This is an optimization exercise on Yosys and OpenROAD, whose aim is small area, a short achievable clock period and few clock cycles per item, not a production implementation. At most, simulation tests tie the RTL to the original design; equivalence was not proved. No functional check of the RTL was part of runs 4 to 6. Power and IR drop assume default switching activity.

$ cat flow/run.sh
#!/bin/bash
# Standard ORFS layout (the standard.sh, its synthesis unchanged) with a
# tighter timing-repair target and buf_1 port buffers. The clock period and
# SDC are the standard flow's own (constraint.sdc).
set -euo pipefail
bash standard.sh \
  "SETUP_SLACK_MARGIN=6.3" \
  "BUFFER_PORTS_ARGS=-buffer_cell sky130_fd_sc_hd__buf_1" \
  finish > standard.log 2>&1
$ cat standard.sh
#!/bin/bash
# synth_recipe.tcl (not shown) runs the flow's synth.tcl, then flattens the netlist and writes it again
# the make line also repeats each setting of config.mk as NAME=value (left out here)
make -C /OpenROAD-flow-scripts/flow DESIGN_CONFIG=/design/flow/config.mk WORK_HOME=/design/flow/orfs CLKGATE_MAP_FILE= SYNTH_SCRIPT=/design/flow/synth_recipe.tcl "${@:-finish}"
$ cat config.mk
export PLATFORM = sky130hd
export DESIGN_NAME = k2000_payload_codec
export DESIGN_NICKNAME = k2000_payload_codec
export VERILOG_FILES = /design/flow/design.v
export SDC_FILE = /design/flow/constraint.sdc
export NUM_CORES = 4
export LEC_CHECK = 0
export CAP_MARGIN = 20
export CORE_MARGIN = 2
export CORE_UTILIZATION = 40
export CTS_BUF_LIST = sky130_fd_sc_hd__clkbuf_4 sky130_fd_sc_hd__clkbuf_8
export CTS_CLUSTER_SIZE = 20
export PLACE_DENSITY = 0.8
export SETUP_SLACK_MARGIN = 5
export SLEW_MARGIN = 20
$ cat constraint.sdc
create_clock -name core_clock -period 10.0 [get_ports {clk}]
set_input_delay 2.0000 -clock core_clock [delete_from_list [all_inputs] [get_ports {clk}]]
set_output_delay 2.0000 -clock core_clock [all_outputs]
set_load 0.01 [all_outputs]
$ cat design.v
module k2000_payload_codec (
    input  wire        clk,
    input  wire        rst,
    input  wire        cmd_valid,
    output wire        cmd_ready,
    input  wire        cmd_dir,       
    input  wire [3:0]  cmd_n,         
    input  wire [20:0] cmd_size,      
    input  wire        in_valid,
    output wire        in_ready,
    input  wire [7:0]  in_data,
    input  wire        in_last,
    output wire        out_valid,
    input  wire        out_ready,
    output wire [7:0]  out_data,
    output wire        out_last,
    output wire        done,
    output wire [2:0]  status,
    output wire [23:0] info_a,
    output wire [23:0] info_b
);
    localparam ST_OK       = 3'd0;
    localparam ST_BADWIDTH = 3'd1;
    localparam ST_CKSUM    = 3'd2;
    localparam ST_LENGTH   = 3'd3;
    localparam ST_MALFORM  = 3'd4;
    localparam ST_PADBITS  = 3'd5;
    reg         idle;        
    reg         run;         
    reg         drain;       
    reg         dv;          
    reg         pre;         
    reg         done_r;
    reg         in_rdy;
    reg         act;         
    reg         dir;
    reg         bad;
    reg  [2:0]  n;
    reg  [3:0]  thr;         
    reg  [20:0] size;
    reg         padv;        
    reg         p7s;         
    reg  [2:0]  pad;         
    reg  [20:0] rcnt;        
    reg         rz;          
    reg         r1;          
    reg  [23:0] kcnt;        
    reg  [23:0] xreg;        
    reg  [7:0]  ebyte;       
    reg  [6:0]  sum;
    reg  [14:0] acc;         
    reg  [3:0]  cnt;         
    reg         first;       
    reg         over;        
    reg         mal;         
    reg         fresh;       
    reg         cks_sent;    
    reg  [2:0]  st;
    reg  [7:0]  od;
    reg         ov;
    reg         olast;
    assign cmd_ready = idle;
    assign in_ready  = in_rdy;
    assign out_valid = ov;
    assign out_data  = od;
    assign out_last  = olast;
    assign done      = done_r;
    assign status    = st;
    assign info_a    = xreg;
    assign info_b    = kcnt;
    function [2:0] m7add(input [2:0] a, input [2:0] b);
        reg [2:0] g, p;
        reg       c0, c1, c2;
        begin
            g  = a & b;
            p  = a ^ b;
            c0 = g[2] | (p[2] & g[1]) | (p[2] & p[1] & g[0]);
            c1 = g[0] | (p[0] & c0);
            c2 = g[1] | (p[1] & g[0]) | (p[1] & p[0] & c0);
            m7add = p ^ {c2, c1, c0};
        end
    endfunction
    wire [20:0] nsz  = ~cmd_size;
    wire [11:0] r7a  = {m7add(nsz[2:0], nsz[5:3]), m7add(nsz[8:6], nsz[11:9]),
                        m7add(nsz[14:12], nsz[17:15]), nsz[20:18]};
    wire [5:0]  r7b  = {m7add(acc[11:9], acc[8:6]), m7add(acc[5:3], acc[2:0])};
    wire [2:0]  r7   = m7add(acc[5:3], acc[2:0]);           
    wire [2:0]  pad7 = (r7 == 3'd7) ? 3'd0 : r7;
    wire [7:0]  nmask  = (8'd1 << n) - 8'd1;
    wire        adv    = !ov || out_ready;
    wire        take   = in_rdy && in_valid;
    wire        r2     = (rcnt == 21'd2);
    wire        dec    = run && !dir;
    wire        enc    = run && dir;
    wire        dat    = !rz && (!r1 || !cnt[3]);
    wire        d_pk   = dec && take && !in_last;           
    wire        d_end  = dec && take && in_last;            
    wire        tk     = act && take && (dir || (!in_last && dat));
    wire [3:0]  n4     = {1'b0, n};
    wire [22:0] ya     = {acc, 8'd0} >> cnt;
    wire [7:0]  chunk  = in_data & nmask;
    wire [3:0]  ti     = dir ? {~cnt[3], cnt[2:0]} : (cnt + n4);
    wire [15:0] yi     = {(dir ? in_data : chunk), 8'd0} >> ti;
    wire [7:0]  ybyte  = ya[7:0] | (tk ? yi[7:0] : 8'd0);
    wire [3:0]  fb     = n4 - {1'b0, pad};                   
    wire        ge_t   = dir || (!first && (cnt >= thr));
    wire        ge_0   = cnt[3];
    wire        emit   = act && adv && (tk ? ge_t : ge_0);
    wire [3:0]  c_te   = dir ? (cnt + thr) : (cnt - thr);    
    wire [3:0]  c_t    = dir ? {1'b1, cnt[2:0]} : (first ? fb : (cnt + n4));
    wire [3:0]  c_e    = dir ? (cnt - n4) : {1'b0, cnt[2:0]};
    wire [3:0]  cnt_n  = tk ? (emit ? c_te : c_t) : (emit ? c_e : cnt);
    wire        e_room = adv ? (tk ? !c_te[3] : (cnt < {1'b1, n})) : (!tk && !cnt[3]);
    wire        d_room = adv || (tk ? (c_t <= 4'd8) : (cnt <= 4'd8));
    wire [14:0] acc_t  = dir ? {acc[6:0], in_data} : ((acc << n) | {7'd0, chunk});
    wire [6:0]  addend = dir ? (fresh ? od[6:0] : 7'd0) : in_data[6:0];
    wire [6:0]  addsum = sum + addend;
    wire        e_cks  = enc && act && adv && rz && (cnt == thr) && !cks_sent;
    wire        e_end  = enc && ov && olast && out_ready;
    wire        e_bend = enc && bad && rz;
    wire        d_malb  = (in_data & ~nmask) != 8'd0;
    wire [7:0]  padmask = nmask & ~((8'd1 << (n - pad)) - 8'd1);
    wire        pad_bad = (ebyte & padmask) != 8'd0;
    wire        cks_ok  = (in_data == {1'b0, sum});
    wire        len_ok  = !over && (rz || (r1 && cnt[3]));
    wire [2:0]  d_code  = bad      ? ST_BADWIDTH :
                          !cks_ok  ? ST_CKSUM    :
                          !len_ok  ? ST_LENGTH   :
                          mal      ? ST_MALFORM  :
                          pad_bad  ? ST_PADBITS  : ST_OK;
    wire        r_dec  = dir ? (enc && take) : emit;
    wire        r_nz_n = r_dec ? !(rz || r1) : !rz;
    wire [4:0]  dstep  = acc[4:0];                          
    wire        dv_sz  = (dstep < 5'd21);
    wire        dv_last = (dstep == 5'd23);
    wire [2:0]  nm1    = n - 3'd1;
    wire        dv_bit = dv_sz ? size[20] : nm1[2'd3 - dstep[1:0]];
    wire [3:0]  dv_rt  = {pad, dv_bit};
    wire        dv_ge  = (dv_rt >= {1'b0, n});
    wire [2:0]  dv_rem = dv_ge ? (dv_rt[2:0] - n) : dv_rt[2:0];
    wire [2:0]  padx   = (n == 3'd7) ? pad7 : (nm1 - pad);
    wire [2:0]  padq   = (n == 3'd7) ? ((r7 == 3'd7) ? 3'd1 : (r7 + 3'd1)) : ~pad;    
    wire        cn_bad = (cmd_n == 4'd0) || cmd_n[3];
    wire        cn_div = (cmd_n == 4'd3) || (cmd_n == 4'd5) || (cmd_n == 4'd6);
    wire        cn_7   = (cmd_n == 4'd7);
    always @(posedge clk) begin
        if (rst) begin
            idle   <= 1'b1;
            run    <= 1'b0;
            drain  <= 1'b0;
            dv     <= 1'b0;
            pre    <= 1'b0;
            done_r <= 1'b0;
            in_rdy <= 1'b0;
            act    <= 1'b0;
            ov     <= 1'b0;
        end else begin
            done_r <= 1'b0;
            if (idle && cmd_valid) begin
                idle   <= 1'b0;
                run    <= !cn_div;
                dv     <= cn_div;
                pre    <= cn_div;
                act    <= !(cn_div || cn_7 || cn_bad);
                in_rdy <= !(cn_div || cn_7) && (!cmd_dir || (cmd_size != 21'd0));
            end
            if (run && !padv && p7s)
                act <= 1'b1;
            if (emit || e_cks)
                ov <= 1'b1;
            else if (out_ready)
                ov <= 1'b0;
            if (run) begin
                if (dir)
                    in_rdy <= (padv || p7s) && r_nz_n && (!act || e_room);
                else
                    in_rdy <= (padv || p7s) && !(take && in_last) && (!act || d_room);
            end
            if (d_end) begin
                run <= 1'b0;
                if (d_code == ST_OK) begin
                    if (rz && adv) begin
                        done_r <= 1'b1;
                        act    <= 1'b0;
                    end else
                        drain <= 1'b1;
                end else begin
                    ov  <= 1'b0;
                    act <= 1'b0;
                    if (d_code == ST_LENGTH)
                        dv <= 1'b1;
                    else
                        done_r <= 1'b1;
                end
            end
            if (drain && rz && adv) begin
                drain  <= 1'b0;
                act    <= 1'b0;
                done_r <= 1'b1;
            end
            if (e_end) begin
                run    <= 1'b0;
                act    <= 1'b0;
                done_r <= 1'b1;
            end
            if (e_bend) begin
                run    <= 1'b0;
                done_r <= 1'b1;
            end
            if (dv && dv_last) begin
                dv  <= 1'b0;
                pre <= 1'b0;
                if (pre)
                    run <= 1'b1;
                else
                    done_r <= 1'b1;
            end
            if (done_r)
                idle <= 1'b1;
        end
    end
    always @(posedge clk) begin
        if (idle && cmd_valid) begin
            dir      <= cmd_dir;
            n        <= cmd_n[2:0];
            thr      <= 4'd8 - {1'b0, cmd_n[2:0]};
            bad      <= cn_bad;
            size     <= cmd_size;
            rcnt     <= cmd_size;
            rz       <= (cmd_size == 21'd0);
            r1       <= (cmd_size == 21'd1);
            padv     <= !(cn_div || cn_7);
            p7s      <= !cn_7;
            pad      <= 3'd0;
            kcnt     <= 24'd0;
            xreg     <= 24'd0;
            ebyte    <= 8'd0;
            sum      <= 7'd0;
            acc      <= cn_div ? 15'd0 : {3'd0, r7a};
            cnt      <= cmd_dir ? (4'd8 - cmd_n) : 4'd0;
            first    <= 1'b1;
            over     <= 1'b0;
            mal      <= 1'b0;
            fresh    <= 1'b0;
            cks_sent <= 1'b0;
            st       <= ST_OK;
        end
        if (run && !padv && !p7s) begin
            p7s <= 1'b1;
            acc <= {9'd0, r7b};
        end
        if (run && !padv && p7s) begin
            padv <= 1'b1;
            pad  <= padx;
            acc  <= 15'd0;
            if (dir)
                cnt <= {1'b0, padq};
        end
        if (act) begin
            cnt <= cnt_n;
            if (tk)
                acc <= acc_t;
            if (emit) begin
                od    <= dir ? (ybyte & nmask) : ybyte;
                olast <= !dir && r1;
            end
        end
        if (dir ? (enc && fresh) : d_pk)
            sum <= addsum;
        if (enc)
            fresh <= emit;
        if (e_cks) begin
            od       <= {1'b0, addsum};
            olast    <= 1'b1;
            cks_sent <= 1'b1;
        end
        if (d_pk && !bad) begin
            if (kcnt != 24'hFFFFFF)
                kcnt <= kcnt + 24'd1;
            first <= 1'b0;
            if (first || (!mal && d_malb))
                ebyte <= in_data;
            if (!mal && d_malb) begin
                mal  <= 1'b1;
                xreg <= kcnt;
            end
            if (!dat)
                over <= 1'b1;
        end
        if (r_dec) begin
            rcnt <= rcnt - 21'd1;
            rz   <= r1;
            r1   <= r2;
        end
        if (d_end) begin
            st <= d_code;
            if (!bad) begin
                if (!cks_ok)
                    xreg <= {16'd0, in_data};
                kcnt <= !cks_ok ? {17'd0, sum} :
                        !len_ok ? kcnt :
                        mal     ? {16'd0, ebyte} : 24'd0;
            end
            if (d_code == ST_LENGTH) begin
                acc <= 15'd0;
                pad <= 3'd0;
            end
        end
        if (e_bend)
            st <= ST_BADWIDTH;
        if (dv) begin
            pad  <= dv_rem;
            if (!pre)
                xreg <= {xreg[22:0], dv_ge};
            if (dv_sz)
                size <= {size[19:0], size[20]};
            acc[4:0] <= dstep + 5'd1;
        end
    end
endmodule
==> results of run 1 <==
[worst max-delay path: stages]
cell,delay (ns)
buf_1,0.20
nand2_1,0.28
or4_4,0.57
o21ai_1,0.31
nor2_2,0.18
a221o_1,0.37
[cell type report]
type | instances | area [um^2] | area share (%)
Clock buffer | 17 | 234 | 1.61
Clock inverter | 15 | 198 | 1.36
Inverter | 70 | 277 | 1.91
Multi-Input combinational cell | 1240 | 8430 | 58.1
Sequential cell | 165 | 4040 | 27.9
Tap cell | 402 | 503 | 3.47
Timing Repair Buffer | 140 | 826 | 5.69
[through the flow]
stage               setup slack (ns)  power, mW  utilization (%)
floorplan                       6.26       1.57                -
global placement                5.22       1.79             42.6
detailed placement              5.11       1.82             42.6
CTS                             6.23       2.37             44.7
global route                    6.26       2.54             45.9
finish                          6.35       2.42             45.9
[kinds of logic after synthesis]
group | after synthesis | share of synthesized area (%)
multiplexers | 62 | 6.54
buffers and inverters | 173 | 5.71
flip-flops | 165 | 31.4
AO/OA/AOI/OAI | 448 | 22.6
AND/OR/NAND/NOR | 593 | 21.8
XOR/XNOR | 63 | 4.35
adder cells (fa/ha/maj) | 70 | 7.57
[layer usage]
layer  track usage [%]  part of all wire [%]  vias up
met4              9.54                   3.4        0
met1              30.3                    40     6085
met2              39.5                    48      707
met3              4.43                   9.2      114
met5                 0                     0        -
li1                  -                     -     5902
[state kept, by name, summed over array words and instances, names as in the netlist, 3 cells and up]
register / cells
ebyte: 8
acc: 15
od: 8
st: 3
xreg: 24
pad: 3
kcnt: 24
cnt: 4
thr: 3
n: 3
rcnt: 21
sum: 7
size: 21
[worst paths after layout]
check,cells after the start,slack (ns),endpoint
setup reg to reg,10,6.37,od[0]$_DFFE_PP_
hold / removal,2,0.47,cks_sent$_SDFFE_PP1P_
setup / recovery,6,6.35,kcnt[0]$_DFFE_PP_
hold reg to reg,2,0.47,cks_sent$_SDFFE_PP1P_
[cells in the final DEF, fill, tap and decap left out, types with 28 or more instances in the layout]
| cell | netlist | routed |
|---|---|---|
| nor2_1 | 129 | 128 |
| nand2_1 | 236 | 233 |
| edfxtp_1 | 74 | 74 |
| xor2_1 | 32 | 31 |
| dfxtp_1 | 91 | 91 |
| nand4_1 | 35 | 35 |
| a21oi_1 | 99 | 94 |
| ha_1 | 57 | 50 |
| o211ai_1 | 35 | 35 |
| buf_4 | 4 | 28 |
| xnor2_1 | 30 | 28 |
| mux2i_1 | 30 | 30 |
| a31oi_1 | 48 | 47 |
| o21ai_0 | 107 | 105 |
| inv_1 | 66 | 59 |
| buf_1 | 8 | 90 |
| nand3_1 | 48 | 47 |
[power by group through the flow]
stage	Combinational (mW)	Clock, mW	Sequential (mW)
final	0.987	0.529	0.903
after global placement	0.885	0	0.908
after floorplan	0.713	0	0.853
after CTS	0.934	0.533	0.898
after detailed placement	0.909	0	0.912
after global routing	1.07	0.556	0.913
[timing repair]
item | in CTS | in global routing
hold buffers | 0 | 0
resized for setup | 25 | 70
pin swaps | 5 | 17
gates cloned | 3 | 4
hold endpoints to repair | 0 | 0
buffers inserted | 9 | 9
setup endpoints to repair | 143 | 133
==> metrics.md, run 1 <==
| Metric | Value |
|---|---|
| Status | `no timing/DRC/antenna violations` |
| Sw Pwr | `1.02 mW` |
| Hpwl dp | `29500 um` |
| Achievable clock frequency | `274 MHz` |
| Antenna diode count | `0` |
| Leading area contributor after synthesis | `edfxtp_1` |
| Initial DRC Count | `1572` |
| Crit path time final | `3.65 ns` |
| Max Cap Violations | `0` |
| Routability congestion estimate | `0.939` |
| Dpl cells | `between 1.5k and 2k` |
| Clk_skew | `0.0255 ns` |
| Layout cells sized above 1 | `12.1%` |
| Crit. End Element | `flop` |
| Largest net degree at the start of global routing | `78` |
| Average instance area after synthesis | `8.17 um^2` |
| Core area | `31600 um^2` |
| Pwr per Cell Area | `167 nW/um^2` |
| Pleak | `around 5.5 nW` |
| Syn. warnings | `1` |
| First-pass DRT Iterations | `8` |
| Clock tree sinks | `roughly 170` |
| DP Area | `13500 um^2` |
| Clock group share of total power | `21.9%` |
| Vias per inst | `between 6 and 7` |
| Post-Syn Area | `around 13000 um^2` |
| Logic pwr share | `40.8%` |
| DIE HEIGHT | `183 um` |
| Final total negative setup slack | `0 ns` |
| Final setup violating endpoints | `0` |
| Internal Power | `1.40 mW` |
| Register share of total power | `a little under two fifths` |
| Critical path startpoint category | `input pin` |
| Routed len/inst | `20.2 um` |
| IO Pins | `104` |
| Worst hold path class | `flop to flop` |
| Critical setup path kind | `input pin to flop` |
| Most common cell in the netlist | `nand2_1` |
| Routed vias | `12.8k` |
| Final instance area | `14500 um^2` |
| Ys async rst share | `0%` |
| Worst slew margin | `30.3%` |
| Post-synth EDFFs | `74` |
| Synth cell count leaders | `nand2_1, nor2_1, o21ai_0` |
| Grt total ovfl | `0` |
| Post-route insts no fill | `around 2k` |
| Synth top area share | `between 10% and 20%` |
| Sw Ratio | `42.1%` |
| Synthesis-to-finish area growth | `12.8%` |
| CTS tree | `built` |
| DRC | `0` |
| Register area share after synthesis | `between 30% and 40%` |
| #FFs+latches synth | `165` |
| Mapped Cells | `~1.6k` |
| Clock-pin slew on the worst setup and hold paths | `approximately 0.11 ns` |
| TritonCTS Buffers | `17` |
| Top cells by area, synth | `edfxtp_1, dfxtp_1, nand2_1, ha_1, o21ai_0` |
| Worst-Skew Late Latency | `0.50 ns` |
| Total wire length | `around 41000 um` |
| Post-DRT Antenna Nets | `0` |
| Slew @ Worst Pin | `~1.0 ns` |
| H-Tree Level Count | `4` |
| Final-report hold violation count | `0` |
| Global-route wire length before repair | `63700 um` |
| Chip Width | `between 150 and 200 um` |
| Global Route Usage Sum | `23.7%` |
| Via count of the first global-routing pass | `approximately 12k` |
| Crit path DAT | `3.91 ns` |
| Initial antenna violation count | `0` |
| Unrepaired setup endpoints after global routing | `yes` |
| Final worst-path cycle share | `36.5%` |
| Fillers | `between 2k and 3k` |
| FF-to-FF Start | `cnt[0]$_DFFE_PP_` |
| # port buffers | `103` |
| Distinct cells, synth | `89` |
| Initial Utilization | `between 40 and 50%` |
| Synth Net Count | `approximately 1.7k` |
| CP required | `10.26 ns` |
| Hold Worst Slack | `0.468 ns` |
| Post-synth top flop | `dfxtp_1` |
| Slew Limit Fails | `0` |
| Hold Startpoint | `cks_sent$_SDFFE_PP1P_` |
| Fin nets | `1744` |
| Critical Path Start | `in_valid` |
| Std-Cell Rows | `65` |
| Die area | `33600 um^2` |
| Peak supply drop | `0.0985 mV` |
| Root Buffer | `clkbuf_8` |
| Clock Path Buffers | `2` |
| Critical Path Fanout Max | `14` |
Testbench counts, summed over its fixed seeds: cycles 55,644, items 27,958.
==> run 2: changes to the inputs <==
--- a/config.mk
+++ b/config.mk
@@ -11,5 +11,4 @@
 export CTS_BUF_LIST = sky130_fd_sc_hd__clkbuf_4 sky130_fd_sc_hd__clkbuf_8
 export CTS_CLUSTER_SIZE = 20
-export PLACE_DENSITY = 0.8
 export SETUP_SLACK_MARGIN = 5
 export SLEW_MARGIN = 20
==> run 2 against run 1 <==
Effect of this change:
- sequential share of layout area rose by 0.38 points
- routed wire length rose by 1.2%
- via count fell by 4.1%
- synthesized cell count unchanged
- highest routed layer unchanged
- non-clock buffer count is 1 higher
- worst setup slack improved by 0.023 ns
- largest cell class unchanged
- cell count is essentially flat
- die area unchanged
- clock-buffer cell count increased by 2
- core utilization shrank 0.61 points
==> metrics.md, run 2 <==
| Metric | Value |
|---|---|
| Clock tree sinks | `165 (unchanged)` |
| Most common library cell in the layout ignoring fill and taps | `nand2_1` |
| Initial DRC Count | `1370 (-13%)` |
| Initial antenna violation count | `0 (unchanged)` |
| Critical path, cell by cell | `buf_1 > xor2_1 > nor4_1 > nand2_1 > buf_4 > nor3_4 > buf_4 > nor3_1 > a21o_1` |
| Logic pwr share | `41.1% (+0.3 points)` |
| Register share of total power | `37.3% (about the same)` |
| Synth top area share | `17.3% (unchanged)` |
| Critical Path Fanout Max | `25 (+11)` |
| Distinct cells, synth | `89 (unchanged)` |
| Mapped Cells | `1574 (unchanged)` |
| Clock-pin slew on the worst setup and hold paths | `0.09 ns (-0.02 ns)` |
| Most common cell in the netlist | `nand2_1` |
| Grt total ovfl | `0 (unchanged)` |
| Clk_skew | `0.0141 ns (-0.0114 ns)` |
| Most used cell, CP | `buf_4` |
| Worst-Skew Late Latency | `0.47 ns (-0.03 ns)` |
| Post-synth EDFFs | `74 (unchanged)` |
| Clock group share of total power | `21.6% (-0.3 points)` |
| Global Route Usage Sum | `24.8% (+1.1 points)` |
| Slew @ Worst Pin | `1.00 ns (-0.0447 ns)` |
| TritonCTS Buffers | `17 (unchanged)` |
| Largest net degree at the start of global routing | `69 (-12%)` |
| CTS tree | `built` |
| Leading area contributor after synthesis | `edfxtp_1` |
| Post-synth top flop | `dfxtp_1` |
| Synthesis-to-finish area growth | `11.3%` |
| Synth Net Count | `1684 (unchanged)` |
| H-Tree Level Count | `4 (unchanged)` |
| Ys async rst share | `0% (unchanged)` |
| Core area | `31600 um^2 (unchanged)` |
| Final-report hold violation count | `0 (unchanged)` |
| Pwr per Cell Area | `167 nW/um^2 (+0.29%)` |
| Critical Path Max Stage Delay | `0.42 ns (-0.15 ns)` |
| First-pass DRT Iterations | `6 (-2)` |
| IO Pins | `104 (unchanged)` |
| Average instance area after synthesis | `8.17 um^2 (unchanged)` |
| Crit. End Element | `flop` |
| Final instance area | `14300 um^2 (-1.3%)` |
| Post-route insts no fill | `2048 (-0.049%)` |
| Routability congestion estimate | `0.898 (-4.4%)` |
| Crit path time final | `3.62 ns (-0.0228 ns)` |
| Routed vias | `12.3k (-4.1%)` |
| Internal Power | `1.41 mW (+0.69%)` |
| Synth cell count leaders | `nand2_1, nor2_1, o21ai_0` |
| Crit path DAT | `3.99 ns (+0.08 ns)` |
| Layout cells sized above 1 | `12.0% (-0.17 points)` |
| Die area | `33600 um^2 (unchanged)` |
| Global-route wire length before repair | `65600 um (+3.0%)` |
| Final setup violating endpoints | `0 (unchanged)` |
| Max Cap Violations | `0 (unchanged)` |
| Worst hold path class | `flop to flop` |
| Chip Width | `183 um (unchanged)` |
| Std-Cell Rows | `65 (unchanged)` |
| Routed len/inst | `20.4 um (+1.2%)` |
| Critical setup path kind | `input pin to flop` |
| Slew Limit Fails | `0 (unchanged)` |
| DP Area | `13500 um^2 (+0.11%)` |
| Initial Utilization | `40.7% (unchanged)` |
| Worst slew margin | `31.4% (+1.1 points)` |
| Achievable clock frequency | `276 MHz (+0.63%)` |
| Sw Ratio | `41.0% (-1.0 points)` |
| Final worst-path cycle share | `36.2% (-0.23 points)` |
| Peak supply drop | `0.0917 mV (-6.9%)` |
| Critical path's slowest cell | `buf_1` |
| Syn. warnings | `1 (unchanged)` |
| Vias per inst | `6.00 (-4.1%)` |
| Top cells by area, synth | `edfxtp_1, dfxtp_1, nand2_1, ha_1, o21ai_0` |
| Register area share after synthesis | `31.4% (unchanged)` |
| Pleak | `5.38 nW (-1.7%)` |
| Unrepaired setup endpoints after global routing | `yes` |
| Largest regs | `kcnt (24), xreg (24)` |
| Commonest non-fill, non-tap cells in the layout | `nand2_1, nor2_1, o21ai_0, a21oi_1, dfxtp_1` |
| Root Buffer | `clkbuf_8` |
| Hpwl dp | `30100 um (+2.0%)` |
| # port buffers | `103 (unchanged)` |
| Via count of the first global-routing pass | `11.6k (-1.5%)` |
| Total wire length | `41800 um (+1.2%)` |
| Post-Syn Area | `12900 um^2 (unchanged)` |
| Critical path startpoint category | `input pin` |
| Sw Pwr | `982 uW (-3.4%)` |
| CP required | `10.37 ns (+0.11 ns)` |
| Final total negative setup slack | `0 ns (unchanged)` |
| Post-DRT Antenna Nets | `0 (unchanged)` |
| Status | `no timing/DRC/antenna violations` |
| Clock Path Buffers | `2 (unchanged)` |
| Dpl cells | `1994 (+0.10%)` |
| DIE HEIGHT | `183 um (unchanged)` |
| Fin nets | `1742 (-0.11%)` |
| Fillers | `3152 (+5.8%)` |
| DRC | `0 (unchanged)` |
| #FFs+latches synth | `165 (unchanged)` |
[run 2: cell counts after synthesis]
No cell type changed its count.
[run 2: worst max-delay path, delay by kind of cell]
| family | cells | cell delay (ns) |
|---|---|---|
| buf+inv | 3 | 0.92 |
| simple gates | 4 | 0.71 |
| compound gates | 1 | 0.19 |
| xor+xnor | 1 | 0.14 |
[run 2: area by class of cell]
| type | count | area (um^2) | area share [%] |
|---|---|---|---|
| Timing Repair Buffer | 141 | 756 | 5.28 |
| Inverter | 70 | 274 | 1.91 |
| Clock inverter | 13 | 145 | 1.01 |
| Tap cell | 402 | 503 | 3.51 |
| Multi-Input combinational cell | 1237 | 8340 | 58.3 |
| Sequential cell | 165 | 4040 | 28.3 |
| Clock buffer | 19 | 249 | 1.74 |
| Antenna cell | 1 | 2.50 | 0.0175 |
[run 2: repair_timing]
action                     4_1_cts  5_1_grt
setup endpoints to repair      167       92
setup buffers                   12        7
hold buffers                     0        0
resized for setup               36       40
gates cloned                     1        1
pin swaps                        9       14
[run 2: cells by family after synthesis]
family          count (synthesis)  synth area share [%]
buf+inv                       173                  5.71
compound gates                448                  22.6
simple gates                  593                  21.8
xor+xnor                       63                  4.35
fa+ha+maj                      70                  7.57
mux                            62                  6.54
flops                         165                  31.4
[run 2: power groups by stage]
stage          registers, mW  clock network (mW)  logic (mW)
2_1_floorplan          0.853                   0       0.713
3_3_place_gp           0.904                   0       0.915
3_5_place_dp           0.905                   0       0.925
4_1_cts                0.891               0.523       0.947
5_1_grt                0.904               0.549        1.08
6_report               0.893               0.516       0.985
[run 2: final timing paths]
kind / from / endpoint / slack (ns) / cells past startpoint
hold / removal: cks_sent$_SDFFE_PP1P_ / cks_sent$_SDFFE_PP1P_ / 0.46 / 2
setup / recovery: in_data[3] / pad[0]$_DFF_P_ / 6.38 / 9
setup reg to reg: n[0]$_DFFE_PP_ / drain$_SDFFE_PP0P_ / 6.49 / 15
hold reg to reg: cks_sent$_SDFFE_PP1P_ / cks_sent$_SDFFE_PP1P_ / 0.46 / 2
[run 2: metal layers]
metal	track usage (%)	share of wire, %
met2	40.8	48
met5	0	0
met3	3.59	5.3
met4	7.74	2.2
met1	33.6	44
[run 2: through the flow]
stage	setup WS, ns	util, %	power [mW]	hold WS, ns
after floorplan	6.26	-	1.57	0.425
after global placement	5.17	42.6	1.82	0.430
after detailed placement	5.17	42.6	1.83	0.441
after CTS	6.30	44.6	2.36	0.460
after global routing	6.28	45.2	2.54	0.490
final	6.38	45.2	2.39	0.463
==> run 3: changes to the inputs <==
--- a/flow/run.sh
+++ b/flow/run.sh
@@ -5,5 +5,5 @@
 set -euo pipefail
 bash standard.sh \
-  "SETUP_SLACK_MARGIN=6.3" \
+  "SETUP_SLACK_MARGIN=6.4" \
   "BUFFER_PORTS_ARGS=-buffer_cell sky130_fd_sc_hd__buf_1" \
   finish > standard.log 2>&1
==> run 3 against run 2 <==
Effect of this change:
- clock power increased by 4.3%
- first-iteration DRC count decreased by 5.7%
- register-to-register slack better by 0.06 ns
- via count up 2.0%
- final area is 2.3% higher
- routed wire length rose by 2.3%
- core utilization grew 1.1 points
- worst setup slack worse by 0.045 ns
- synthesized cell count did not move
- global-route usage up 0.34 points
- area after synthesis is the same
- cell count grew 0.29%
- critical endpoint is now acc[3]$_DFF_P_
- largest power group unchanged
==> metrics.md, run 3 <==
| Metric | Value |
|---|---|
| Commonest non-fill, non-tap cells in the layout | `nand2_1, nor2_1, o21ai_0, a21oi_1, dfxtp_1` |
| Critical setup path kind | `input pin to flop` |
| Critical path's slowest cell | `fa_2` |
| Post-synth EDFFs | `74 (unchanged)` |
| IO Pins | `104 (unchanged)` |
| Internal Power | `1.44 mW (+2.0%)` |
| Met3 routed wirelength | `2290 um (+2.3%)` |
| Initial antenna violation count | `0 (unchanged)` |
| Final-report hold violation count | `0 (unchanged)` |
| Most common library cell in the layout ignoring fill and taps | `nand2_1` |
| Chip Width | `183 um (unchanged)` |
| Critical path startpoint category | `input pin` |
| Via count of the first global-routing pass | `11.5k (-1.3%)` |
| H-Tree Level Count | `4 (unchanged)` |
| Unrepaired setup endpoints after global routing | `yes` |
| Final setup violating endpoints | `0 (unchanged)` |
| Top cells by area, synth | `edfxtp_1, dfxtp_1, nand2_1, ha_1, o21ai_0` |
| Metal-1 WL | `18800 um (+1.1%)` |
| Average instance area after synthesis | `8.17 um^2 (unchanged)` |
| Routed wl met2 | `20600 um (+2.4%)` |
| Worst hold path depth | `2 (unchanged)` |
| CTS tree | `built` |
| Status | `no timing/DRC/antenna violations` |
| Worst R2R Path Depth | `13 (-2)` |
| CTS hold repair buffers | `0 (unchanged)` |
| Pleak | `5.51 nW (+2.4%)` |
| Root Buffer | `clkbuf_8` |
| Post-Syn Area | `12900 um^2 (unchanged)` |
| Worst hold path class | `flop to flop` |
| Most used cell, CP | `a21o_1` |
| Worst R2R End | `od[0]$_DFFE_PP_` |
| Sw Pwr | `1.02 mW (+3.4%)` |
| Layout cells sized above 1 | `13.5% (+1.5 points)` |
| Leading area contributor after synthesis | `edfxtp_1` |
| Design Power | `2.46 mW (+2.6%)` |
| Final worst-path cycle share | `36.7% (+0.45 points)` |
| Synthesis-to-finish area growth | `13.8%` |
| Slew Limit Fails | `0 (unchanged)` |
| Std-Cell Rows | `65 (unchanged)` |
| Routed len/inst | `20.8 um (+2.0%)` |
| Max Cap Violations | `0 (unchanged)` |
| Crit path DAT | `4.05 ns (+0.06 ns)` |
| Fillers | `3099 (-1.7%)` |
| Initial Utilization | `40.7% (unchanged)` |
| # port buffers | `103 (unchanged)` |
| R2r setup slk | `6.55 ns (+0.06 ns)` |
| Synth Net Count | `1684 (unchanged)` |
| Max layer used | `met4` |
| Slew @ Worst Pin | `0.959 ns (-0.0422 ns)` |
| Synth cell count leaders | `nand2_1, nor2_1, o21ai_0` |
| Register share of total power | `36.4% (-0.9 points)` |
| Clock Path Buffers | `2 (unchanged)` |
| Syn. warnings | `1 (unchanged)` |
| Routability congestion estimate | `0.922 (+2.7%)` |
| Peak supply drop | `0.120 mV (+31%)` |
| Worst slew margin | `34.3% (+2.9 points)` |
| Hold EP | `cks_sent$_SDFFE_PP1P_` |
| Mapped Cells | `1574 (unchanged)` |
| Grt total ovfl | `0 (unchanged)` |
| Vias per inst | `6.10 (+1.7%)` |
| Hpwl dp | `30800 um (+2.2%)` |
| Most common cell in the netlist | `nand2_1` |
| Hold Startpoint | `cks_sent$_SDFFE_PP1P_` |
| Clock tree sinks | `165 (unchanged)` |
| Logic pwr share | `41.7% (+0.6 points)` |
| Ys async rst share | `0% (unchanged)` |
| Global-route wire length before repair | `65900 um (+0.54%)` |
| Routed vias | `12.5k (+2.0%)` |
| Clock-pin slew on the worst setup and hold paths | `0.10 ns (about the same)` |
| Final total negative setup slack | `0 ns (unchanged)` |
| Global Route Usage Sum | `25.1% (+0.34 points)` |
| TritonCTS Buffers | `17 (unchanged)` |
| Core area | `31600 um^2 (unchanged)` |
| Worst-Skew Late Latency | `0.49 ns (+0.02 ns)` |
| Distinct cells, synth | `89 (unchanged)` |
| DIE HEIGHT | `183 um (unchanged)` |
| Largest net degree at the start of global routing | `83 (+20%)` |
| Die area | `33600 um^2 (unchanged)` |
| DRC | `0 (unchanged)` |
| Antenna diode count | `0 (-1)` |
| Critical path, cell by cell | `buf_8 > inv_4 > ha_4 > a21o_1 > a21o_1 > fa_2 > nand2_2 > a2bb2oi_2 > nor2_2 > a311oi_2 > o41ai_1` |
| Critical Path Fanout Max | `4 (-84%)` |
| Largest regs | `kcnt (24), xreg (24)` |
| Post-DRT Antenna Nets | `0 (unchanged)` |
| Pwr per Cell Area | `168 nW/um^2 (+0.24%)` |
| Post-synth top flop | `dfxtp_1` |
| Place WS | `5.40 ns (+0.240 ns)` |
| CP required | `10.38 ns (about the same)` |
| Clock group share of total power | `21.9% (+0.3 points)` |
| First-pass DRT Iterations | `5 (-1)` |
| Fin nets | `1749 (+0.40%)` |
| Synth top area share | `17.3% (unchanged)` |
| Clk_skew | `0.0196 ns (+0.00548 ns)` |
| Critical Path Max Stage Delay | `0.54 ns (+0.12 ns)` |
| Initial DRC Count | `1292 (-5.7%)` |
| Total wire length | `42800 um (+2.3%)` |
| Achievable clock frequency | `273 MHz (-1.2%)` |
| Crit path time final | `3.67 ns (+0.0454 ns)` |
| Final worst slack | `6.33 ns (-0.0454 ns)` |
| #FFs+latches synth | `165 (unchanged)` |
| Register area share after synthesis | `31.4% (unchanged)` |
| Sw Ratio | `41.4% (+0.34 points)` |
| FF-to-FF Start | `n[0]$_DFFE_PP_` |
| Crit. End Element | `flop` |
==> run 3: cell types whose count changed in the layout (fill, tap and decap cells not counted), sizes merged <==
cell      previous run  this run
nand2              237       238
bufbuf               0         1
clkinvlp             5         3
diode                1         0
clkbuf              28        31
nand2b              10        12
inv                 73        75
==> run 3: metrics by stage <==
stage               std cells  util [%]  hold slack, ns  cell area [um^2]
detailed placement       1996      42.9           0.440             13600
finish                   2054      46.3           0.466             14600
floorplan                1574         -           0.425             13000
global route             2054      46.3           0.487             14600
CTS                      2040      45.1           0.462             14300
global placement         1996      42.9           0.441             13600
==> run 3: timing repair <==
action	4_1_cts	5_1_grt
setup buffers	6	13
pin swaps	9	17
resized for setup	30	68
endpoints found under the hold margin	0	0
setup endpoints to repair	137	132
gates cloned	6	1
==> run 3: cell families after synthesis <==
| family | after synthesis | synth area share, % |
|---|---|---|
| AO/OA/AOI/OAI | 448 | 22.6 |
| XOR/XNOR | 63 | 4.35 |
| flip-flops | 165 | 31.4 |
| adder cells (fa/ha/maj) | 70 | 7.57 |
| AND/OR/NAND/NOR | 593 | 21.8 |
| multiplexers | 62 | 6.54 |
| buffers and inverters | 173 | 5.71 |
==> run 3: layout make-up <==
cell class	instances	area, um^2	share of cell area, %
Timing Repair Buffer	145	916	6.25
Tap cell	402	503	3.43
Inverter	70	294	2.01
Multi-Input combinational cell	1240	8470	57.8
Clock buffer	19	255	1.74
Clock inverter	13	164	1.12
Sequential cell	165	4050	27.6
==> run 3: worst max-delay path by stage <==
stage	from	endpoint	cells past startpoint
2_1_floorplan	cmd_size[13]	acc[4]$_DFF_P_	11
3_3_place_gp	in_data[4]	acc[4]$_DFF_P_	9
3_5_place_dp	in_data[4]	acc[4]$_DFF_P_	9
4_1_cts	cmd_size[16]	acc[3]$_DFF_P_	11
5_1_grt	cmd_size[16]	acc[3]$_DFF_P_	11
6_report	cmd_size[16]	acc[3]$_DFF_P_	11
==> run 3: metal layers <==
layer	track usage [%]	up-vias
met2	42.1	463
met4	8.48	0
li1	-	5913
met3	3.53	73
met1	33.3	6079
met5	0	-
==> run 3: power by group through the flow <==
stage	Sequential (mW)	Clock, mW	Combinational [mW]
detailed placement	0.903	0	0.937
global route	0.902	0.571	1.12
floorplan	0.853	0	0.717
global placement	0.902	0	0.927
finish	0.893	0.538	1.02
CTS	0.889	0.544	0.966
==> run 3: critical path, delay by kind of cell <==
family	cells	cell delay [ns]
compound gates	5	0.94
fa+ha+maj	2	0.74
buf+inv	2	0.16
simple gates	2	0.22
==> run 4: changes to the inputs <==
--- a/design.v
+++ b/design.v
@@ -131,5 +131,5 @@
     wire        r_dec  = dir ? (enc && take) : emit;
     wire        r_nz_n = r_dec ? !(rz || r1) : !rz;
-    wire [4:0]  dstep  = acc[4:0];                          
+    wire [4:0]  dstep  = sum[4:0];                          
     wire        dv_sz  = (dstep < 5'd21);
     wire        dv_last = (dstep == 5'd23);
@@ -237,5 +237,5 @@
             ebyte    <= 8'd0;
             sum      <= 7'd0;
-            acc      <= cn_div ? 15'd0 : {3'd0, r7a};
+            acc      <= {3'd0, r7a};
             cnt      <= cmd_dir ? (4'd8 - cmd_n) : 4'd0;
             first    <= 1'b1;
@@ -302,8 +302,6 @@
                         mal     ? {16'd0, ebyte} : 24'd0;
             end
-            if (d_code == ST_LENGTH) begin
-                acc <= 15'd0;
-                pad <= 3'd0;
-            end
+            pad <= 3'd0;
+            sum <= 7'd0;
         end
         if (e_bend)
@@ -315,5 +313,5 @@
             if (dv_sz)
                 size <= {size[19:0], size[20]};
-            acc[4:0] <= dstep + 5'd1;
+            sum <= dv_last ? 7'd0 : {2'd0, dstep + 5'd1};
         end
     end
--- a/flow/run.sh
+++ b/flow/run.sh
@@ -5,5 +5,5 @@
 set -euo pipefail
 bash standard.sh \
-  "SETUP_SLACK_MARGIN=6.4" \
+  "SETUP_SLACK_MARGIN=6.3" \
   "BUFFER_PORTS_ARGS=-buffer_cell sky130_fd_sc_hd__buf_1" \
   finish > standard.log 2>&1
==> run 4 against run 3 <==
Effect of this change:
- synthesized cell count up 0.13%
- clock skew fell by 0.0014 ns
- via count is 1.4% higher
- critical path type unchanged
- final area down 0.85%
- cell count grew 1.6%
- sequential share of layout area increased by 0.57 points
- sequential power down 0.7%
==> metrics.md, run 4 <==
| Metric | Value |
|---|---|
| Synth top area share | `18.2% (+0.93 points)` |
| Clock Path Buffers | `2 (unchanged)` |
| Post-synth top flop | `dfxtp_1` |
| Dpl cells | `2031 (+1.8%)` |
| Critical path, cell by cell | `buf_1 > nand2b_4 > nand2_1 > nor4_2 > buf_2 > a21oi_1 > a41oi_1 > o211ai_1` |
| Crit path time final | `3.72 ns (+0.0510 ns)` |
| Routability congestion estimate | `0.908 (-1.5%)` |
| Crit path DAT | `3.95 ns (-0.10 ns)` |
| Critical setup path kind | `input pin to flop` |
| Slew @ Worst Pin | `1.14 ns (+0.180 ns)` |
| Initial DRC Count | `1384 (+7.1%)` |
| TritonCTS Buffers | `17 (unchanged)` |
| Register area share after synthesis | `31.4% (about the same)` |
| Final total negative setup slack | `0 ns (unchanged)` |
| Synth cell count leaders | `nand2_1, nor2_1, a21oi_1` |
| Die area | `34000 um^2 (+1.3%)` |
| Via count of the first global-routing pass | `11.7k (+2.4%)` |
| Worst-Skew Late Latency | `0.48 ns (about the same)` |
| Multi-input logic area | `8470 um^2 (about the same)` |
| Peak supply drop | `0.0982 mV (-19%)` |
| Core area | `32300 um^2 (+2.1%)` |
| Post-synth EDFFs | `79 (+6.8%)` |
| Commonest non-fill, non-tap cells in the layout | `nand2_1, nor2_1, buf_1, a21oi_1, dfxtp_1` |
| Final setup violating endpoints | `0 (unchanged)` |
| Fin nets | `1739 (-0.57%)` |
| Slew Limit Fails | `0 (unchanged)` |
| Most common cell in the netlist | `nand2_1` |
| Root Buffer | `clkbuf_8` |
| Pleak | `5.52 nW (+0.21%)` |
| Final-report hold violation count | `0 (unchanged)` |
| Ys async rst share | `0% (unchanged)` |
| Critical Path Fanout Max | `10 (+6)` |
| Initial Utilization | `40.4% (-0.30 points)` |
| Global Route Usage Sum | `25.9% (+0.79 points)` |
| Critical path's slowest cell | `nor4_2` |
| Routed len/inst | `21.4 um (+2.6%)` |
| Fillers | `3260 (+5.2%)` |
| Status | `no timing/DRC/antenna violations` |
| CP required | `10.23 ns (-0.15 ns)` |
| Total wire length | `44600 um (+4.2%)` |
| #FFs+latches synth | `165 (unchanged)` |
| Worst R2R Path Depth | `9 (-4)` |
| Worst hold path class | `flop to flop` |
| Syn. warnings | `1 (unchanged)` |
| Hpwl dp | `32500 um (+5.5%)` |
| DP Area | `13700 um^2 (+0.94%)` |
| Leading area contributor after synthesis | `edfxtp_1` |
| Post-DRT Antenna Nets | `0 (unchanged)` |
| CTS tree | `built` |
| # port buffers | `103 (unchanged)` |
| Critical path startpoint category | `input pin` |
| Pwr per Cell Area | `165 nW/um^2 (-1.8%)` |
| Clk_skew | `0.0182 ns (-0.00136 ns)` |
| Critical Path Max Stage Delay | `0.57 ns (+0.03 ns)` |
| Max Cap Violations | `0 (unchanged)` |
| Crit. End Element | `flop` |
| Vias per inst | `6.09 (-0.23%)` |
| Std-Cell Rows | `66 (+1.5%)` |
| Routed vias | `12.7k (+1.4%)` |
| Distinct cells, synth | `89 (unchanged)` |
| H-Tree Level Count | `4 (unchanged)` |
| Unrepaired setup endpoints after global routing | `yes` |
| DIE HEIGHT | `185 um (+0.64%)` |
| Chip Width | `185 um (+0.64%)` |
| Worst slew margin | `24.0% (-10 points)` |
| Mapped Cells | `1576 (+0.13%)` |
| Largest regs | `kcnt (24), xreg (24)` |
| Design Power | `2.39 mW (-2.6%)` |
| IO Pins | `104 (unchanged)` |
| Synth Net Count | `1686 (+0.12%)` |
| Achievable clock frequency | `269 MHz (-1.4%)` |
| Post-route insts no fill | `2087 (+1.6%)` |
| Final instance area | `14500 um^2 (-0.85%)` |
| CTS hold repair buffers | `0 (unchanged)` |
| Final worst-path cycle share | `37.2% (+0.51 points)` |
| Top cells by area, synth | `edfxtp_1, dfxtp_1, nand2_1, ha_1, nor2_1` |
| Initial antenna violation count | `4 (+4)` |
| Largest net degree at the start of global routing | `80 (-3.6%)` |
| Clock tree sinks | `165 (unchanged)` |
| FF/Latch Area | `4090 um^2 (+1.2%)` |
| Most common library cell in the layout ignoring fill and taps | `nand2_1` |
| Worst hold path depth | `2 (unchanged)` |
| Synthesis-to-finish area growth | `11.4%` |
| First-pass DRT Iterations | `6 (+1)` |
| Average instance area after synthesis | `8.27 um^2 (+1.2%)` |
| DRC | `0 (unchanged)` |
| Global-route wire length before repair | `67700 um (+2.7%)` |
| Layout cells sized above 1 | `9.62% (-3.9 points)` |
| Clock-pin slew on the worst setup and hold paths | `0.10 ns (about the same)` |
| Grt total ovfl | `0 (unchanged)` |
| Post-Syn Area | `13000 um^2 (+1.3%)` |
## run 4: cell count changes after synthesis, moves of 12 or more
cell and change:
nor3_1 +20, mux2i_1 +16, nand3_1 +28, o211ai_1 -22, nand2_1 -34, and3_1 -12
o21ai_0 -28
## run 4: path summary, 6_finish.rpt
kind	from	slack (ns)	end
min	cks_sent$_SDFFE_PP1P_	0.46	cks_sent$_SDFFE_PP1P_
min reg2reg	cks_sent$_SDFFE_PP1P_	0.46	cks_sent$_SDFFE_PP1P_
max	out_ready	6.28	od[3]$_DFFE_PP_
max reg2reg	cnt[0]$_DFFE_PP_	6.42	od[3]$_DFFE_PP_
## run 4: what timing repair did
item                                    4_1_cts  5_1_grt
gates resized for setup                      29       24
endpoints found under the setup margin      165       90
setup buffers                                14        6
cloned                                        1        0
pin swaps                                     6        0
hold endpoints to repair                      0        0
## run 4: logic make-up after synthesis
family	after synthesis	share of synthesized area, %
adder cells (fa/ha/maj)	70	7.47
multiplexers	72	6.90
flip-flops	165	31.4
AO/OA/AOI/OAI	399	20.7
AND/OR/NAND/NOR	622	22.9
buffers and inverters	174	5.64
XOR/XNOR	74	4.97
## run 4: worst max-delay path: cells and delay by family
kind	cells	cell delay (ns)
compound gates	3	0.54
buf+inv	2	0.46
simple gates	3	0.95
## run 4: per-layer routing
metal  wire (um)  GRT usage, %
met1       19500          35.2
met2       20100          40.3
met3        3580          5.47
met4        1410          9.82
met5          11             0
## run 4: where the power goes
| part | leakage (nW) | internal, mW | switching, mW |
|---|---|---|---|
| combinational | 3.76 | 0.392 | 0.573 |
| clock | 0.213 | 0.267 | 0.273 |
| sequential | 1.55 | 0.781 | 0.106 |
| total | 5.52 | 1.44 | 0.951 |
## run 4: stage by stage
stage          hold slack (ns)  worst slack (ns)  util, %
2_1_floorplan            0.415              6.30        -
3_3_place_gp             0.428              5.34     42.4
3_5_place_dp             0.448              5.22     42.4
4_1_cts                  0.463              6.30     44.5
5_1_grt                  0.481              6.23     45.0
6_report                 0.460              6.28     45.0
## run 4: area by class of cell
class / count / share of cell area (%)
repair buffers: 139 / 4.87
flip-flops and latches: 165 / 28.2
diodes: 3 / 0.0517
inverters: 68 / 1.81
clock inverters: 11 / 1.03
multi-input cells: 1238 / 58.3
well taps: 442 / 3.81
clock buffers: 21 / 1.90
==> run 5: changes to the inputs <==
--- a/config.mk
+++ b/config.mk
@@ -11,4 +11,5 @@
 export CTS_BUF_LIST = sky130_fd_sc_hd__clkbuf_4 sky130_fd_sc_hd__clkbuf_8
 export CTS_CLUSTER_SIZE = 20
+export PLACE_DENSITY = 0.8
 export SETUP_SLACK_MARGIN = 5
 export SLEW_MARGIN = 20
==> run 5 against run 4 <==
Effect of this change:
- global-route usage down 1.3 points
- area after synthesis stayed put
- highest routed layer is now met4
- still clean on timing, DRC and antenna
- first-iteration DRC count grew 29%
- clock skew grew 0.011 ns
- via count grew 3.8%
- final area decreased by 0.74%
- critical path type unchanged
- synthesized cell count did not move
- sequential cell count unchanged
- largest cell class unchanged
- core utilization fell by 0.33 points
- routed wire length shrank 4.4%
==> metrics.md, run 5 <==
| Metric | Value |
|---|---|
| Via count of the first global-routing pass | `12.1k (+2.9%)` |
| Clock tree sinks | `165 (unchanged)` |
| Distinct cells, synth | `89 (unchanged)` |
| Hold Worst Slack | `0.459 ns (-0.00143 ns)` |
| Final total negative setup slack | `0 ns (unchanged)` |
| CTS hold repair buffers | `0 (unchanged)` |
| Layout cells sized above 1 | `9.35% (-0.28 points)` |
| Critical path's slowest cell | `a311o_1` |
| Largest net degree at the start of global routing | `93 (+16%)` |
| Post-synth top flop | `dfxtp_1` |
| Final-report hold violation count | `0 (unchanged)` |
| Global-route wire length before repair | `66200 um (-2.2%)` |
| Mapped Cells | `1576 (unchanged)` |
| Status | `no timing/DRC/antenna violations` |
| Chip Width | `185 um (unchanged)` |
| #FFs+latches synth | `165 (unchanged)` |
| Crit path time final | `3.67 ns (-0.0468 ns)` |
| CP required | `10.40 ns (+0.17 ns)` |
| Routed len/inst | `20.5 um (-4.0%)` |
| Critical setup path kind | `input pin to flop` |
| Commonest non-fill, non-tap cells in the layout | `nand2_1, nor2_1, buf_1, a21oi_1, dfxtp_1` |
| Worst hold path class | `flop to flop` |
| Initial DRC Count | `1783 (+29%)` |
| Synth Net Count | `1686 (unchanged)` |
| Critical path startpoint category | `input pin` |
| Initial antenna violation count | `0 (-4)` |
| H-Tree Level Count | `4 (unchanged)` |
| Critical Path Max Stage Delay | `0.38 ns (-0.19 ns)` |
| Synth top area share | `18.2% (unchanged)` |
| Hpwl dp | `30600 um (-5.8%)` |
| Clock-pin slew on the worst setup and hold paths | `0.10 ns (about the same)` |
| Pleak | `5.47 nW (-0.90%)` |
| Slew Limit Fails | `0 (unchanged)` |
| Clock Path Buffers | `2 (unchanged)` |
| Average instance area after synthesis | `8.27 um^2 (unchanged)` |
| CTS tree | `built` |
| Top cells by area, synth | `edfxtp_1, dfxtp_1, nand2_1, ha_1, nor2_1` |
| # port buffers | `103 (unchanged)` |
| Antenna diode count | `0 (-3)` |
| Post-synth EDFFs | `79 (unchanged)` |
| Post-Syn Area | `13000 um^2 (unchanged)` |
| Register area share after synthesis | `31.4% (unchanged)` |
| Routed vias | `13.2k (+3.8%)` |
| Critical Path Fanout Max | `26 (+16)` |
| Synthesis-to-finish area growth | `10.6%` |
| Routability congestion estimate | `0.984 (+8.4%)` |
| Pwr per Cell Area | `162 nW/um^2 (-1.4%)` |
| Post-DRT Antenna Nets | `0 (unchanged)` |
| Global Route Usage Sum | `24.6% (-1.3 points)` |
| Most common cell in the netlist | `nand2_1` |
| Ys async rst share | `0% (unchanged)` |
| Syn. warnings | `1 (unchanged)` |
| Max Cap Violations | `0 (unchanged)` |
| Slew @ Worst Pin | `1.07 ns (-0.0677 ns)` |
| IO Pins | `104 (unchanged)` |
| Total wire length | `42700 um (-4.4%)` |
| First-pass DRT Iterations | `6 (unchanged)` |
| DIE HEIGHT | `185 um (unchanged)` |
| Root Buffer | `clkbuf_8` |
| Synth cell count leaders | `nand2_1, nor2_1, a21oi_1` |
| DRC | `0 (unchanged)` |
| Worst-Skew Late Latency | `0.49 ns (about the same)` |
| Crit path DAT | `4.07 ns (+0.12 ns)` |
| Die area | `34000 um^2 (unchanged)` |
| Vias per inst | `6.34 (+4.2%)` |
| Peak supply drop | `0.109 mV (+11%)` |
| Final worst-path cycle share | `36.7% (-0.47 points)` |
| Most common library cell in the layout ignoring fill and taps | `nand2_1` |
| TritonCTS Buffers | `17 (unchanged)` |
| Fin nets | `1734 (-0.29%)` |
| Critical path, cell by cell | `buf_1 > inv_1 > a2bb2oi_1 > a32oi_2 > a311o_1 > buf_4 > o21ai_4 > mux2i_1` |
| Grt total ovfl | `0 (unchanged)` |
| Final setup violating endpoints | `0 (unchanged)` |
| Initial Utilization | `40.4% (unchanged)` |
| Clk_skew | `0.0292 ns (+0.0110 ns)` |
| Achievable clock frequency | `272 MHz (+1.3%)` |
| Worst slew margin | `28.6% (+4.6 points)` |
| Unrepaired setup endpoints after global routing | `yes` |
| Leading area contributor after synthesis | `edfxtp_1` |
| Fillers | `3122 (-4.2%)` |
| Core area | `32300 um^2 (unchanged)` |
| Crit. End Element | `flop` |
| Std-Cell Rows | `66 (unchanged)` |
| Largest regs | `kcnt (24), xreg (24)` |
==> run 5: cell types whose count changed in the layout (fill, tap and decap cells not counted), moves of 2 or more <==
cell,previous run,this run
a2111oi_2,3,0
inv_8,0,4
buf_6,4,2
a21oi_2,0,2
buf_4,29,26
bufinv_16,3,0
diode_2,3,0
inv_6,1,7
clkbuf_2,3,6
clkinv_1,7,5
buf_2,8,4
clkinv_4,4,0
a2111oi_0,2,4
==> run 5: timing repair <==
item,CTS,global route
cloned,1,1
pin swaps,2,7
endpoints found under the hold margin,0,0
buffers inserted,7,6
endpoints found under the setup margin,136,111
gates resized for setup,16,34
==> run 5: final cells by class <==
type	count	area [um^2]	share of cell area, %
inverters	68	263	1.82
flip-flops and latches	165	4090	28.4
clock inverters	14	134	0.929
multi-input cells	1239	8460	58.7
repair buffers	133	661	4.58
well taps	442	553	3.84
clock buffers	18	248	1.72
==> run 5: worst paths after layout <==
check | from | slack [ns] | cells after the start | end
max | in_data[7] | 6.33 | 8 | ebyte[4]$_DFF_P_
max reg2reg | n[2]$_DFFE_PP_ | 6.43 | 9 | od[1]$_DFFE_PP_
min | cks_sent$_SDFFE_PP1P_ | 0.46 | 2 | cks_sent$_SDFFE_PP1P_
min reg2reg | cks_sent$_SDFFE_PP1P_ | 0.46 | 2 | cks_sent$_SDFFE_PP1P_
==> run 5: per-layer routing <==
metal / track usage (%) / wire [um] / vias to the layer above
met3: 5.02 / 4730 / 139
li1: - / - / 5899
met2: 37.2 / 18800 / 833
met5: 0 / 0 / -
met1: 34.3 / 17600 / 6312
met4: 9.60 / 1480 / 0
==> run 5: cells by family after synthesis <==
logic type                 Yosys count  share of synthesized area (%)
and+or+nand+nor                    622                           22.9
AOI/OAI and AO/OA                  399                           20.7
buffers and inverters              174                           5.64
DFF                                165                           31.4
xor gates and xnor gates            74                           4.97
muxes                               72                           6.90
adders and majority gates           70                           7.47
==> run 5: where the power goes <==
group          leakage [nW]  switching [mW]  internal (mW)
registers              1.55           0.110          0.781
logic                  3.73           0.565          0.388
clock network         0.194           0.304          0.192
==> run 5: metrics by stage <==
stage,cell area (um^2),cells,total power [mW],setup slack [ns],utilization [%]
floorplan,13100,1576,1.54,6.30,-
global placement,13700,2032,1.77,5.47,42.4
detailed placement,13700,2032,1.80,5.29,42.4
CTS,14200,2072,2.29,6.28,44.0
global route,14400,2079,2.46,6.24,44.6
finish,14400,2079,2.34,6.33,44.6
==> run 5: critical path: cells and delay by family <==
family | cells | cell delay, ns
buf+inv | 3 | 0.86
mux | 1 | 0.26
compound gates | 4 | 0.93
==> run 6: changes to the inputs <==
--- a/design.v
+++ b/design.v
@@ -87,5 +87,17 @@
     wire [2:0]  r7   = m7add(acc[5:3], acc[2:0]);           
     wire [2:0]  pad7 = (r7 == 3'd7) ? 3'd0 : r7;
-    wire [7:0]  nmask  = (8'd1 << n) - 8'd1;
+    reg  [7:0]  nmask;                                      
+    always @(*) begin
+        case (n)
+            3'd1:    nmask = 8'h01;
+            3'd2:    nmask = 8'h03;
+            3'd3:    nmask = 8'h07;
+            3'd4:    nmask = 8'h0f;
+            3'd5:    nmask = 8'h1f;
+            3'd6:    nmask = 8'h3f;
+            3'd7:    nmask = 8'h7f;
+            default: nmask = 8'h00;
+        endcase
+    end
     wire        adv    = !ov || out_ready;
     wire        take   = in_rdy && in_valid;
==> run 6 against run 5 <==
Effect of this change:
- worst setup slack improved by 0.00093 ns
- first-iteration DRC count increased by 2.6%
- power decreased by 1.9%
- synthesized cell count decreased by 0.82%
- sequential power increased by 0.8%
- critical path type unchanged
- critical endpoint is now rcnt[18]$_DFFE_PP_
- highest routed layer is now met5
==> metrics.md, run 6 <==
| Metric | Value |
|---|---|
| Status | `no timing/DRC/antenna violations` |
| Std-Cell Rows | `66 (unchanged)` |
| Initial DRC Count | `1830 (+2.6%)` |
| #FFs+latches synth | `165 (unchanged)` |
| Critical path startpoint category | `input pin` |
| Worst hold path depth | `2 (unchanged)` |
| Ys async rst share | `0% (unchanged)` |
| Total wire length | `43400 um (+1.7%)` |
| Hold EP | `cks_sent$_SDFFE_PP1P_` |
| Final total negative setup slack | `0 ns (unchanged)` |
| Worst slew margin | `36.2% (+7.6 points)` |
| IO Pins | `104 (unchanged)` |
| Crit path time final | `3.67 ns (-0.000930 ns)` |
| Largest regs | `kcnt (24), xreg (24)` |
| Post-synth EDFFs | `79 (unchanged)` |
| CTS hold repair buffers | `0 (unchanged)` |
| Global Route Usage Sum | `24.8% (+0.26 points)` |
| Root Buffer | `clkbuf_8` |
| Leading area contributor after synthesis | `edfxtp_1` |
| Syn. warnings | `1 (unchanged)` |
| Critical Path Fanout Max | `28 (+7.7%)` |
| Routed len/inst | `20.9 um (+2.1%)` |
| Post-Syn Area | `13000 um^2 (-0.13%)` |
| Initial Utilization | `40.3% (-0.054 points)` |
| Synth cell count leaders | `nand2_1, nor2_1, a21oi_1` |
| # port buffers | `103 (unchanged)` |
| CTS tree | `built` |
| Commonest non-fill, non-tap cells in the layout | `nand2_1, nor2_1, buf_1, a21oi_1, dfxtp_1` |
| Clock Path Buffers | `2 (unchanged)` |
| TritonCTS Buffers | `17 (unchanged)` |
| Dpl cells | `2017 (-0.74%)` |
| Routed vias | `13.1k (-0.63%)` |
| Unrepaired setup endpoints after global routing | `yes` |
| Achievable clock frequency | `272 MHz (about the same)` |
| CP required | `10.24 ns (-0.16 ns)` |
| Synth Net Count | `1672 (-0.83%)` |
| Clock tree sinks | `165 (unchanged)` |
| H-Tree Level Count | `4 (unchanged)` |
| Worst R2R End | `rcnt[18]$_DFFE_PP_` |
| Post-route insts no fill | `2071 (-0.38%)` |
| Global-route wire length before repair | `66600 um (+0.60%)` |
| Post-synth top flop | `dfxtp_1` |
| FF-to-FF Start | `n[0]$_DFFE_PP_` |
| Die area | `34000 um^2 (-0.13%)` |
| Chip Width | `184 um (about the same)` |
| Grt total ovfl | `0 (unchanged)` |
| Layout cells sized above 1 | `10.7% (+1.4 points)` |
| Routability congestion estimate | `1.01 (+2.7%)` |
| R2r setup slk | `6.34 ns (-0.09 ns)` |
| Core area | `32300 um^2 (unchanged)` |
| Worst-Skew Late Latency | `0.48 ns (about the same)` |
| Critical setup path kind | `input pin to flop` |
| Clock-pin slew on the worst setup and hold paths | `0.10 ns (about the same)` |
| DIE HEIGHT | `184 um (about the same)` |
| Most common library cell in the layout ignoring fill and taps | `nand2_1` |
| Pleak | `5.47 nW (about the same)` |
| Slew @ Worst Pin | `0.957 ns (-0.114 ns)` |
| Fin nets | `1724 (-0.58%)` |
| Synthesis-to-finish area growth | `11.0%` |
| Most common cell in the netlist | `nand2_1` |
| Slew Limit Fails | `0 (unchanged)` |
| Final worst-path cycle share | `36.7% (about the same)` |
| Post-DRT Antenna Nets | `0 (unchanged)` |
| Mapped Cells | `1563 (-0.82%)` |
| Initial antenna violation count | `3 (+3)` |
| DRC | `0 (unchanged)` |
| Hpwl dp | `30500 um (-0.34%)` |
| Synth top area share | `18.2% (+0.024 points)` |
| Final-report hold violation count | `0 (unchanged)` |
| Place WS | `5.04 ns (-0.253 ns)` |
| Crit path DAT | `3.92 ns (-0.15 ns)` |
| Crit. End Element | `flop` |
| Pwr per Cell Area | `159 nW/um^2 (-2.2%)` |
| Critical Path Start | `in_last` |
| Final setup violating endpoints | `0 (unchanged)` |
| Hold Startpoint | `cks_sent$_SDFFE_PP1P_` |
| Distinct cells, synth | `97 (+9.0%)` |
| Top cells by area, synth | `edfxtp_1, dfxtp_1, nand2_1, ha_1, nor2_1` |
| Clk_skew | `0.0180 ns (-0.0113 ns)` |
| Via count of the first global-routing pass | `11.9k (-1.5%)` |
| First-pass DRT Iterations | `6 (unchanged)` |
| Average instance area after synthesis | `8.33 um^2 (+0.70%)` |
| Final worst slack | `6.33 ns (+0.000930 ns)` |
| Register area share after synthesis | `31.5% (+0.042 points)` |
| Worst hold path class | `flop to flop` |
| Peak supply drop | `0.0876 mV (-20%)` |
| Largest net degree at the start of global routing | `80 (-14%)` |
| Max Cap Violations | `0 (unchanged)` |
| Worst R2R Path Depth | `9 (unchanged)` |
| Vias per inst | `6.33 (-0.25%)` |
run 6: routing by layer:
| layer | GRT usage (%) | vias up | wire, um |
|---|---|---|---|
| met1 | 34.3 | 6268 | 17800 |
| met5 | 0 | - | 16 |
| met4 | 8.90 | 2 | 1550 |
| li1 | - | 5896 | - |
| met2 | 38.0 | 813 | 19400 |
| met3 | 5.45 | 121 | 4660 |
run 6: worst max-delay path by stage:
| stage | endpoint | cells after the start |
|---|---|---|
| after floorplan | od[6]$_DFFE_PP_ | 11 |
| after global placement | rcnt[18]$_DFFE_PP_ | 7 |
| after detailed placement | rcnt[18]$_DFFE_PP_ | 7 |
| after CTS | od[4]$_DFFE_PP_ | 11 |
| after global routing | od[6]$_DFFE_PP_ | 10 |
| final | rcnt[18]$_DFFE_PP_ | 7 |
run 6: stage by stage:
step	cell area (um^2)	hold WS, ns	power [mW]	utilization (%)
6_report	14500	0.457	2.30	44.8
5_1_grt	14400	0.486	2.40	44.7
4_1_cts	14200	0.457	2.25	44.0
3_5_place_dp	13600	0.442	1.75	42.3
3_3_place_gp	13600	0.427	1.73	42.2
2_1_floorplan	13000	0.415	1.50	-
run 6: logic make-up (layout without fill, tap and decap cells):
group	Yosys count	in the layout	synth area share (%)
compound gates	434	436	22.4
simple gates	586	588	21.8
mux	73	73	7.15
xor+xnor	63	63	4.24
other cells	0	1	0
fa+ha+maj	69	69	7.38
flops	165	165	31.5
buf+inv	173	234	5.57
run 6: worst max-delay path: stages:
cell and delay, ns:
clkbuf_2 0.18, a211o_4 0.33, a21oi_4 0.24, nand2_8 0.18, o21a_4 0.32, or2_4 0.35
mux2_4 0.31
run 6: timing repair:
action	4_1_cts	5_1_grt
endpoints found under the setup margin	118	79
cloned	3	2
pin swaps	6	7
resized for setup	32	30
buffers inserted	5	11
run 6: final cells by class:
cell class	instances	area, um^2
tap	442	553
multi-input combinational	1229	8460
antenna	1	2.50
inverter	65	256
clock buffer	20	256
clock inverter	12	121
sequential	165	4090
fill	3103	17800
timing repair buffer	137	703
run 6: report_power, final:
part           switching, mW  total (mW)  internal (mW)  leakage [nW]
clock                  0.285       0.496          0.211         0.201
sequential             0.116       0.898          0.783          1.55
combinational          0.530       0.902          0.372          3.72

port drivers added, routing unchanged:
The results above use ideal ports. As a check the final layouts listed here were re-extracted and re-timed, cells and wires unchanged.
Step 1 (the two cells are an assumption about what drives the block):
set clk [get_ports {clk}]
set_driving_cell -lib_cell sky130_fd_sc_hd__clkbuf_16 $clk
set_driving_cell -lib_cell sky130_fd_sc_hd__buf_2 [delete_from_list [all_inputs] $clk]
Step 2 also shifts input and output timing later by t, the mid clock arrival at the registers, as if the neighbouring blocks saw the same clock.
a / b / c = ideal / step 1 / step 2; a / b = the first two.
run | shift t [ns] | slack for setup (ns) | worst setup path after step 2
run 1 | 0.543 | 6.353 / 6.341 / 5.798 | input to register
run 2 | 0.514 | 6.376 / 6.393 / 5.880 | input to register
run 3 | 0.532 | 6.330 / 6.334 / 5.802 | input to register
run 4 | 0.521 | 6.279 / 6.259 / 5.738 | input to register
run 5 | 0.522 | 6.326 / 6.342 / 5.820 | input to register
run 6 | 0.520 | 6.327 / 6.302 / 5.781 | input to register
After both steps every run listed still meets setup and hold. For run 1, which loses most, drivers alone change the setup slack by -0.012 ns; drivers and shift together by -0.555 ns.
